Background: an optimization exercise with open tools, aiming at small area, a short achievable clock period and few clock cycles. Do not read the settings as production practice.
Where RTL was checked, it was by simulation tests only, not by an equivalence proof against the original.
Power is estimated from default activity; no workload was simulated.

// c2b_rx
module c2b_rx (
    input  wire       clk,
    input  wire       rst,           
    input  wire       rx_valid,
    input  wire [8:0] rx_word,
    output wire       rx_ready,
    output wire       out_valid,
    output wire [7:0] out_data,
    output wire       out_sof,
    output wire       out_eof,
    output wire       err_crc,
    output wire       err_overrun
);
clock: 9.0 ns
lec_check: 0
cap_margin: 20
core_margin: 2
core_utilization: 65
cts_cluster_diameter: 60
cts_cluster_size: 28
place_density: 0.75
slew_margin: 20
standard.sh (not shown) runs the stock make flow with config.mk's settings and CLKGATE_MAP_FILE= SYNTH_SCRIPT=/design/flow/synth_recipe.tcl, a recipe that flattens the netlist after the stock synthesis.
==> flow/flow/run.sh <==
#!/bin/bash
# Standard layout (the standard.sh: ORFS synthesis through finish), with
# the port buffers made of plain buffers instead of the delay cells that
# buffer_ports picks by default, and timing repair aimed 6 ns below the
# clock period.
set -euo pipefail
export BUFFER_PORTS_ARGS="-buffer_cell sky130_fd_sc_hd__buf_4"
export SETUP_SLACK_MARGIN=6
bash standard.sh > standard.log 2>&1
Next try:
--- a/flow/design.v
+++ b/flow/design.v
@@ -4,22 +4,22 @@
     input  wire       rx_valid,
     input  wire [8:0] rx_word,
     output wire       rx_ready,
     output wire       out_valid,
     output wire [7:0] out_data,
     output wire       out_sof,
     output wire       out_eof,
     output wire       err_crc,
     output wire       err_overrun
 );
-    localparam integer K  = 10;           
-    localparam integer D  = 26;           
+    localparam integer K  = 13;           
+    localparam integer D  = 20;           
     localparam integer R  = K * D;        
     localparam integer IW = 4;            
     localparam integer PW = 5;            
     function [15:0] crc_byte;
         input [15:0] crc;
         input [7:0]  b;
         integer i;
         reg [15:0] c;
         begin
             c = crc ^ {b, 8'h00};
=> The new run finished clean; sequential cell count goes up by 3; wire length goes up by 9.8%; via count goes up by 4.8%; power goes up by 0.33%; die area goes up by 1.1%; synthesized area goes up by 1.1%; critical path depth stays the same; setup slack hardly moves; cell count goes up by 2.1%; non-clock buffer count goes up by 1; hold slack improves by 0.016 ns; clock-buffer cell count goes up by 1.
Testbench counts after the change, summed over its fixed seeds: cycles 65,954.
Only the layout flow was run in the first run of this note; the RTL was not checked for function there.

---

== run D ==
The RTL this note starts from:
==> flow/design.v <==
module c2b_rx (
    input  wire       clk,
    input  wire       rst,           
    input  wire       rx_valid,
    input  wire [8:0] rx_word,
    output wire       rx_ready,
    output wire       out_valid,
    output wire [7:0] out_data,
    output wire       out_sof,
    output wire       out_eof,
    output wire       err_crc,
    output wire       err_overrun
);
    localparam integer K  = 10;           
    localparam integer D  = 26;           
    localparam integer R  = K * D;        
    localparam integer IW = 4;            
    localparam integer PW = 5;            
    function [15:0] crc_byte;
        input [15:0] crc;
        input [7:0]  b;
        integer i;
        reg [15:0] c;
        begin
            c = crc ^ {b, 8'h00};
            for (i = 0; i < 8; i = i + 1)
                c = c[15] ? ((c << 1) ^ 16'h1021) : (c << 1);
            crc_byte = c;
        end
    endfunction
    reg  [7:0]   ring [0:R-1];
    reg  [K-1:0] wen;            
    reg  [7:0]   pw;             
    genvar gi;
    generate
        for (gi = 0; gi < R; gi = gi + 1) begin : g_ring
            if ((gi % D) == 1) begin : g_tap
                always @(posedge clk)
                    ring[gi] <= wen[gi / D] ? pw : ring[gi - 1];
            end else begin : g_pass
                always @(posedge clk)
                    ring[gi] <= ring[(gi + R - 1) % R];
            end
        end
    endgenerate
    reg        rst_q;
    reg        ready_r;
    reg        ovr_r, crc_r;     
    reg        open;             
    reg  [1:0] hcnt;             
    reg  [8:0] rem;              
    reg        nl;               
    reg        r2;               
    reg        pv;               
    reg        k_t;              
    reg        k_c;              
    reg        k_g;              
    reg        k_bad;            
    reg        k_m;              
    reg        k_d;              
    reg [15:0] crc;              
    reg        at;               
    reg        ac;               
    reg        fire;             
    reg [IW-1:0] ti, ci, hi;     
    reg [PW-1:0] tp, cp, hp;     
    reg  [8:0] occ;              
    reg  [8:0] avail;            
    reg        sp, sp2;          
    reg        ov_r, sof_r, eof_r;
    reg  [7:0] od_r;
    reg  [1:0] ohdr;             
    reg  [8:0] orem;             
    wire alT    = (tp == 0);
    wire alC    = (cp == 0);
    wire alH    = (hp == 0);
    wire t_end  = (tp == D - 1);
    wire c_end  = (cp == D - 1);
    wire h_end  = (hp == D - 1);
    wire commit = at & k_g & ~k_bad;
    wire rewind = at & k_g &  k_bad;
    wire adv    = at & ~rewind;          
    wire hold   = pv & ~(at | ac);
    function [IW+PW-1:0] pinc;
        input [IW-1:0] i;
        input [PW-1:0] p;
        begin
            if (p == D - 1)
                pinc = {(i == K - 1) ? {IW{1'b0}} : i + 1'b1, {PW{1'b0}}};
            else
                pinc = {i, p + 1'b1};
        end
    endfunction
    wire [IW+PW-1:0] t_inc = pinc(ti, tp);
    wire [IW+PW-1:0] c_inc = pinc(ci, cp);
    wire [IW+PW-1:0] h_inc = pinc(hi, hp);
    wire [IW+PW-1:0] n_t = adv ? {ti, tp} : rewind ? c_inc : ac ? {ci, cp} : t_inc;
    wire [IW+PW-1:0] n_c = commit ? {ti, tp} : c_inc;
    wire [IW+PW-1:0] n_h = fire ? {hi, hp} : h_inc;
    wire n_alT = adv ? alT : rewind ? c_end : ac ? alC : t_end;
    wire n_alC = commit ? alT : c_end;
    wire n_alH = fire ? alH : h_end;
    wire [8:0] occ_p = occ + 9'd1;
    wire [8:0] occ_m = occ - 9'd1;
    wire [8:0] av_p  = avail + 9'd1;
    wire [8:0] av_m  = avail - 9'd1;
    wire [8:0] n_occ = adv    ? (fire ? occ   : occ_p) :
                       ac     ? (fire ? avail : av_p)  :
                       rewind ? (fire ? av_m  : avail) :
                                (fire ? occ_m : occ);
    wire [8:0] n_avail = commit ? (fire ? occ : occ_p) : (fire ? av_m : avail);
    wire n_sp = (at | ac) ? sp2 : sp;
    wire acc_i  = rx_valid & ~rst_q & ~hold;
    wire acc    = acc_i & ~rst;
    wire mk     = rx_word[8];
    wire [7:0] b = rx_word[7:0];
    wire ovr    = ~mk & ~open;
    wire lo_ok  = (b == crc[7:0]) & (pw == crc[15:8]);
    wire n_pv   = (acc_i & ~ovr) | hold;
    wire n_kt   = acc_i ? ~(mk & open) : k_t;
    wire n_kc   = acc_i ?  (mk & open) : k_c;
    wire n_at   = n_pv & n_kt & n_alT & n_sp;
    wire n_ac   = n_pv & n_kc & n_alC & n_sp;
    integer k;
    always @(posedge clk) begin
        rst_q   <= rst;
        ready_r <= ~rst & (rst_q | ~n_pv | n_at | n_ac);
        ovr_r   <= acc & ovr;
        crc_r   <= acc & ~mk & nl & ~lo_ok;
        if (acc_i) begin
            pw    <= b;
            k_m   <= mk;
            k_c   <= mk & open;
            k_t   <= ~(mk & open);
            k_g   <= ~mk & nl;
            k_bad <= ~lo_ok;
            k_d   <= ~mk & ~r2 & ~nl;
            if (mk) begin
                open <= 1'b1; hcnt <= 2'd1; nl <= 1'b0; r2 <= 1'b0;
            end else if (open) begin
                if (nl) begin
                    open <= 1'b0; nl <= 1'b0;
                end else if (hcnt == 2'd1) begin
                    hcnt <= 2'd2;
                end else if (hcnt == 2'd2) begin
                    hcnt <= 2'd3;
                    rem  <= {1'b0, b} + 9'd2;
                    r2   <= (b == 8'd0);
                end else begin
                    rem  <= rem - 9'd1;
                    nl   <= r2;
                    r2   <= (rem == 9'd3);
                end
            end
        end
        if ((at | ac) & (k_m | k_d))
            crc <= crc_byte(crc & {16{~k_m}}, pw);
        for (k = 0; k < K; k = k + 1)
            if (hi == k) od_r <= ring[k * D];
        sof_r <= fire & (ohdr == 2'd0);
        eof_r <= fire & (ohdr == 2'd3) & (orem == 9'd1);
        ov_r  <= fire & ~rst & ~rst_q;
        if (fire) begin
            if (ohdr == 2'd2) begin
                for (k = 0; k < K; k = k + 1)
                    if (hi == k) orem <= {1'b0, ring[k * D]} + 9'd2;
            end else begin
                orem <= orem - 9'd1;
            end
        end
        if (rst_q) begin
            pv    <= 1'b0;
            at    <= 1'b0;
            ac    <= 1'b0;
            wen   <= {K{1'b0}};
            fire  <= 1'b0;
            open  <= 1'b0;
            nl    <= 1'b0;
            r2    <= 1'b0;
            hcnt  <= 2'd0;
            ti <= 0; tp <= 0; ci <= 0; cp <= 0; hi <= 0; hp <= 0;
            occ   <= 9'd0;
            avail <= 9'd0;
            sp    <= 1'b1;
            sp2   <= 1'b1;
            ohdr  <= 2'd0;
        end else begin
            pv    <= n_pv;
            at    <= n_at;
            ac    <= n_ac;
            for (k = 0; k < K; k = k + 1)
                wen[k] <= (n_at & (n_t[IW+PW-1:PW] == k)) | (n_ac & (n_c[IW+PW-1:PW] == k));
            fire  <= (n_avail != 9'd0) & n_alH;
            {ti, tp} <= n_t;
            {ci, cp} <= n_c;
            {hi, hp} <= n_h;
            occ   <= n_occ;
            avail <= n_avail;
            sp    <= (n_occ <= R - 1);
            sp2   <= (n_occ <= R - 2);
            if (fire & ((ohdr != 2'd3) | (orem == 9'd1)))
                ohdr <= ohdr + 2'd1;
        end
    end
    assign rx_ready    = ready_r;
    assign out_valid   = ov_r;
    assign out_data    = od_r;
    assign out_sof     = sof_r;
    assign out_eof     = eof_r;
    assign err_overrun = ovr_r;
    assign err_crc     = crc_r;
endmodule
export LEC_CHECK = 0
export CAP_MARGIN = 20
export CORE_MARGIN = 2
export CORE_UTILIZATION = 65
export CTS_CLUSTER_DIAMETER = 60
export CTS_CLUSTER_SIZE = 28
export PLACE_DENSITY = 0.75
export SLEW_MARGIN = 20
create_clock -name core_clock -period 9.0 [get_ports {clk}]
Scripts as last shown in full above: flow/flow/run.sh
What run E does differently from run D at the input level:
-- flow/design.v --
<<< run D, line 12
    output wire       err_overrun
);
    localparam integer K  = 10;           
    localparam integer D  = 26;           
    localparam integer R  = K * D;        
    localparam integer IW = 4;            
>>> run E, line 12
    output wire       err_overrun
);
    localparam integer K  = 13;           
    localparam integer D  = 20;           
    localparam integer R  = K * D;        
    localparam integer IW = 4;            
<<< run D, line 30
    endfunction
    reg  [7:0]   ring [0:R-1];
    reg  [K-1:0] wen;            
    reg  [7:0]   pw;             
    genvar gi;
>>> run E, line 30
    endfunction
    reg  [7:0]   ring [0:R-1];
    wire [K-1:0] wen;            
    reg  [7:0]   pw;             
    genvar gi;
<<< run D, line 82
    wire adv    = at & ~rewind;          
    wire hold   = pv & ~(at | ac);
    function [IW+PW-1:0] pinc;
        input [IW-1:0] i;
>>> run E, line 82
    wire adv    = at & ~rewind;          
    wire hold   = pv & ~(at | ac);
    generate
        for (gi = 0; gi < K; gi = gi + 1) begin : g_wen
            assign wen[gi] = (at & (ti == gi)) | (ac & (ci == gi));
        end
    endgenerate
    function [IW+PW-1:0] pinc;
        input [IW-1:0] i;
<<< run D, line 123
    wire n_ac   = n_pv & n_kc & n_alC & n_sp;
    integer k;
    always @(posedge clk) begin
        rst_q   <= rst;
>>> run E, line 128
    wire n_ac   = n_pv & n_kc & n_alC & n_sp;
    integer k;
    reg [7:0] tap_rd;
    always @(*) begin
        tap_rd = 8'd0;
        for (k = 0; k < K; k = k + 1)
            tap_rd = tap_rd | (ring[k * D] & {8{hi == k}});
    end
    always @(posedge clk) begin
        rst_q   <= rst;
<<< run D, line 156
        if ((at | ac) & (k_m | k_d))
            crc <= crc_byte(crc & {16{~k_m}}, pw);
        for (k = 0; k < K; k = k + 1)
            if (hi == k) od_r <= ring[k * D];
        sof_r <= fire & (ohdr == 2'd0);
        eof_r <= fire & (ohdr == 2'd3) & (orem == 9'd1);
>>> run E, line 167
        if ((at | ac) & (k_m | k_d))
            crc <= crc_byte(crc & {16{~k_m}}, pw);
        od_r  <= tap_rd;
        sof_r <= fire & (ohdr == 2'd0);
        eof_r <= fire & (ohdr == 2'd3) & (orem == 9'd1);
<<< run D, line 163
        if (fire) begin
            if (ohdr == 2'd2) begin
                for (k = 0; k < K; k = k + 1)
                    if (hi == k) orem <= {1'b0, ring[k * D]} + 9'd2;
            end else begin
                orem <= orem - 9'd1;
>>> run E, line 173
        if (fire) begin
            if (ohdr == 2'd2) begin
                orem <= {1'b0, tap_rd} + 9'd2;
            end else begin
                orem <= orem - 9'd1;
<<< run D, line 173
            at    <= 1'b0;
            ac    <= 1'b0;
            wen   <= {K{1'b0}};
            fire  <= 1'b0;
            open  <= 1'b0;
>>> run E, line 182
            at    <= 1'b0;
            ac    <= 1'b0;
            fire  <= 1'b0;
            open  <= 1'b0;
<<< run D, line 189
            at    <= n_at;
            ac    <= n_ac;
            for (k = 0; k < K; k = k + 1)
                wen[k] <= (n_at & (n_t[IW+PW-1:PW] == k)) | (n_ac & (n_c[IW+PW-1:PW] == k));
            fire  <= (n_avail != 9'd0) & n_alH;
            {ti, tp} <= n_t;
>>> run E, line 197
            at    <= n_at;
            ac    <= n_ac;
            fire  <= (n_avail != 9'd0) & n_alH;
            {ti, tp} <= n_t;
Notes after the runs:
Compared with run D, run E is more frugal on power. Run D → run E: average cell area after synthesis moved up; number of distinct library cell variants in the gate-level netlist after synthesis moved down. Compared to run D, run E has number of clock-tree buffers in the layout 6.1% lower. Run D -> run E: wire length reported by the detailed router increased slightly. | internal power of the cells | run E vs run D | about 1.5% lower |. Area of the die: run E and run D compared, lower one is run E. No stage failed in run E, and the final checks on the layout all came back clean. Between run D and run E, the part of the power in combinational logic does not differ in any meaningful way. Looking at slowest library cell on the worst path, the sky130_fd_sc_hd__edfxtp_1 result is from run D; the sky130_fd_sc_hd__dfxtp_4 one comes from run E.
No run of this note included a check of the RTL's function; only the layout flow was run.

## re-timing with driven ports
The results above use ideal ports. As a check the final layouts listed here were re-extracted and re-timed, cells and wires unchanged.
Step 1 assumes that a clkbuf_16 drives the clock port and a buf_2 every other input.
Step 2 times the ports against the registers' clock, not the clock port: input delays grow and output delays shrink by t, the midpoint of the rising clock arrivals with the driver on.
Three values: no drivers, after step 1, after step 2; two values: the first two.
run	t (ns)	slack for setup (ns)	worst register clock-pin slew, ns	cell pins on the clock port's net
the first run of note 1	0.744	6.014 / 5.950 / 5.430	0.11 / 0.11	1
the second run of note 1	0.736	6.012 / 5.944 / 5.442	0.11 / 0.11	1
run D	0.742	5.885 / 5.819 / 5.533	0.12 / 0.12	1
run E	0.734	6.003 / 5.939 / 5.664	0.11 / 0.11	1
After both steps setup and hold are still met in every run listed. For the first run of note 1, which loses most, drivers alone change the setup slack by -0.064 ns; drivers and shift together by -0.584 ns.
